Source: an optimization exercise on an open RTL-to-GDS flow (aim: small area). Production flows keep margins and buffers that such runs may drop.
Only simulation tests tie the RTL to the original design; equivalence was not proved.
Power is estimated from default activity; no workload was simulated.

## cedar
// saes_core
module saes_core (
    input  wire        clk,
    input  wire        rst,      
    input  wire        req,
    input  wire        we,
    input  wire [3:0]  addr,
    input  wire [15:0] wdata,
    output reg         ack,
    output wire [15:0] rdata
);
Size in the first run: about 600 cells after synthesis, ~190 flip-flops, ~41 I/O pins, ~6400 sq um of cells after synthesis.
export LEC_CHECK = 0
export ABC_AREA = 1
export CAP_MARGIN = 20
export CORE_MARGIN = 2
export CORE_UTILIZATION = 40
export CTS_BUF_LIST = sky130_fd_sc_hd__clkbuf_8
export CTS_CLUSTER_DIAMETER = 100
export CTS_CLUSTER_SIZE = 20
export SLEW_MARGIN = 20
create_clock -name core_clock -period 20.0 [get_ports {clk}]
standard.sh (not shown) runs the stock make flow with config.mk's settings and CLKGATE_MAP_FILE= SYNTH_SCRIPT=/design/flow/synth_recipe.tcl, a recipe that flattens the netlist after the stock synthesis.
==> flow/flow/run.sh <==
#!/bin/bash
# Own layout flow: the standard flow, except that
#  - synthesis maps the logic with an area-oriented ABC script
#    (flow/abc_area.script), as the best of several seeds (flow/abc_multi.tcl),
#    and without Yosys's adder extraction;
#  - the port buffers are the smallest buffer;
#  - clock tree synthesis inserts no dummy loads.
# The registers, their names and cell types are those of the standard synthesis.
set -euo pipefail
WORK=$(pwd)

# ORFS scripts with our ABC step in place of the single ABC call
rm -rf "$WORK/scripts_area"
cp -r "$FLOW_HOME/scripts" "$WORK/scripts_area"
python3 - "$WORK/scripts_area/synth.tcl" "$WORK/flow/abc_multi.tcl" <<'PY'
import sys
path, multi = sys.argv[1], sys.argv[2]
s = open(path).read()
old = "  log_cmd abc {*}$abc_args\n"
assert s.count(old) == 1
s = s.replace(old, "  source %s\n" % multi)
open(path, "w").write(s)
PY
export FLOW_ABC_TEMPLATE="$WORK/flow/abc_area.script"

bash standard.sh synth SCRIPTS_DIR="$WORK/scripts_area" ADDER_MAP_FILE= \
    > "$WORK/synth.log" 2>&1
CTS="-sink_clustering_enable -repair_clock_nets -sink_clustering_size 20"
CTS="$CTS -sink_clustering_max_diameter 100 -buf_list sky130_fd_sc_hd__clkbuf_8 -dont_use_dummy_load"
bash standard.sh finish "BUFFER_PORTS_ARGS=-buffer_cell sky130_fd_sc_hd__buf_1" "CTS_ARGS=$CTS" \
    > "$WORK/layout.log" 2>&1
test -f "$WORK/out/final.def"
Other scripts of this flow, unchanged in this note and not shown: flow/flow/abc_area.script, flow/flow/abc_multi.tcl
cedar: all stages complete, timing, DRC and antenna checks passed
Here is what was changed in the inputs of lagoon compared with cedar.
--- a/flow/design.v
+++ b/flow/design.v
@@ -133,18 +133,18 @@
     wire       keyrv = (rv == 3'd0) || (rv == 3'd2) || slast;
     wire [1:0] nstep = (rv == 3'd2) ? 2'd1 : ((rv == 3'd0) ^ dstg) ? 2'd0 : 2'd2;
     wire cst    = (opc >= OP_ENC);                     
     wire u_e1   = cst && !dstg && rv == 3'd1;
     wire u_e3   = cst && !dstg && rv == 3'd3;
     wire u_d1   = cst && dstg && rv == 3'd1;
     wire u_d6   = cst && dstg && rv == 3'd6;
     wire u_mcall = (cst && dstg && (rv == 3'd3 || rv == 3'd4 || rv == 3'd5)) ||
-                   (opc == OP_IMIXC && rv != 3'd4);
-    wire u_mc12 = u_d6 || (opc == OP_IMIXC && rv == 3'd4);
+                   (opc == OP_IMIXC && rv != 3'd4 && rv != 3'd0);
+    wire u_mc12 = u_d6 || (opc == OP_IMIXC && rv == 3'd4) || (opc == OP_GMUL && rv != 3'd0);
     wire u_shr  = (opc == OP_SHROW);
     wire u_af   = u_d1 || u_d6 || opc == OP_ISUBN || u_shr;
     wire u_sb   = u_e1 || u_e3 || u_d1 || u_d6;
     wire u_sn   = (opc == OP_SUBN) || (opc == OP_ISUBN) || u_shr;
     wire u_mc7  = u_e1 || (opc == OP_MIXC);
     task round_ops;
         begin
             if (u_mcall) fsel = F_MC;
@@ -223,17 +223,17 @@
                 end else if (opc == OP_CBCI) begin
                     if (ph == I_IV) begin fsel = F_Z; xsel = X_P; end
                     if (ph == I_CHAIN) pw = 1'b1;
                     endrev = 1'b1;
                 end else if (opc == OP_GMUL) begin
                     if (ph == I_DIN) begin
                         fsel = (rv == 3'd0) ? F_Z : F_S; xsel = X_GM;
                     end
-                    if ((ph == 4'd0 && rv != 3'd3) || (ph == 4'd1 && rv != 3'd0)) fsel = F_MC;
+                    round_ops;                          
                     if (ph == 4'd0 && rv == 3'd3) pw = 1'b1;
                     endrev = (rv == 3'd3);
                 end else if (opc <= OP_IMIXC) begin
                     if (rv == 3'd0) begin
                         if (ph == I_DIN) begin
                             fsel = F_Z; xsel = X_P;
                         end
                     end else begin
@@ -248,19 +248,19 @@
                         if (ph == I_DIN) begin fsel = F_Z; xsel = X_P; end
                     end else begin
                         if (ph == I_CHAIN) pw = 1'b1;
                         endrev = 1'b1;
                     end
                 end else if (keyrv) begin
                     if (ph == kslot) begin
                         fsel = F_Z; xsel = X_P;
-                    end else if (ph == kslot + 4'd1 && nstep != 2'd0) begin
-                        fsel = F_KS;
-                    end else if (ph == kslot + 4'd2 && nstep == 2'd2) begin
+                    end else if (ph == 4'd5 && nstep != 2'd0) begin
+                        fsel = F_KS;                         
+                    end else if (ph == 4'd6 && nstep == 2'd2) begin
                         fsel = F_KS; rc2 = 1'b1;
                     end else if (ph == I_CHAIN) begin
                         if ((first && rv == 3'd0 && opc == OP_CBCE) ||
                             (last && slast && opc == OP_CBCD))
                             xsel = X_P;
                     end else if (ph == I_DIN) begin
                         if (first && rv == 3'd0) xsel = X_P;
                     end else if (ph == I_DOUT) begin
lagoon vs. cedar: sequential share of layout area went up by 0.15 points. Critical path buffer and inverter count (higher): lagoon. cedar -> lagoon: total power increased slightly. lagoon: share of the clock period used by the worst path after layout is 1.3 points lower than what cedar reported. Comparing cedar and lagoon, the higher data arrival at the endpoint of the critical path was measured on cedar. lagoon: wire length on met1 230 microns below cedar. Net switching power on lagoon is up relative to cedar. Delta (lagoon minus cedar): worst hold slack after final layout lower, switching portion of total power higher. The higher setup slack of cedar and lagoon is in lagoon. NOTE: clock period minus worst slack in lagoon falls short of that of cedar.

## port drivers added, routing unchanged
Ports are ideal in the flow. The routed layouts listed here were re-timed in OpenROAD. Step 1 sets driving cells, clkbuf_16 on the clock port and buf_2 on the other inputs (assumed; they add their load-dependent delay and slew). Step 2 moves the port delays by t, midway between the first and last clock arrival at a register: inputs arrive t later, outputs are due t later. That takes back most of the time a late clock gives input paths. Slacks: ideal / step 1 / step 2; pairs: ideal / step 1.
run | t, ns | slack for setup (ns) | worst setup path after step 2 | cell pins on the clock port's net
cedar | 0.473 | 11.558 / 11.570 / 11.097 | input to register | 1
lagoon | 0.468 | 11.814 / 11.823 / 11.355 | input to register | 1
After both steps setup and hold are still met in every run listed. The setup slack of cedar, which loses most, moves by +0.012 ns with the drivers and by -0.461 ns with both steps.
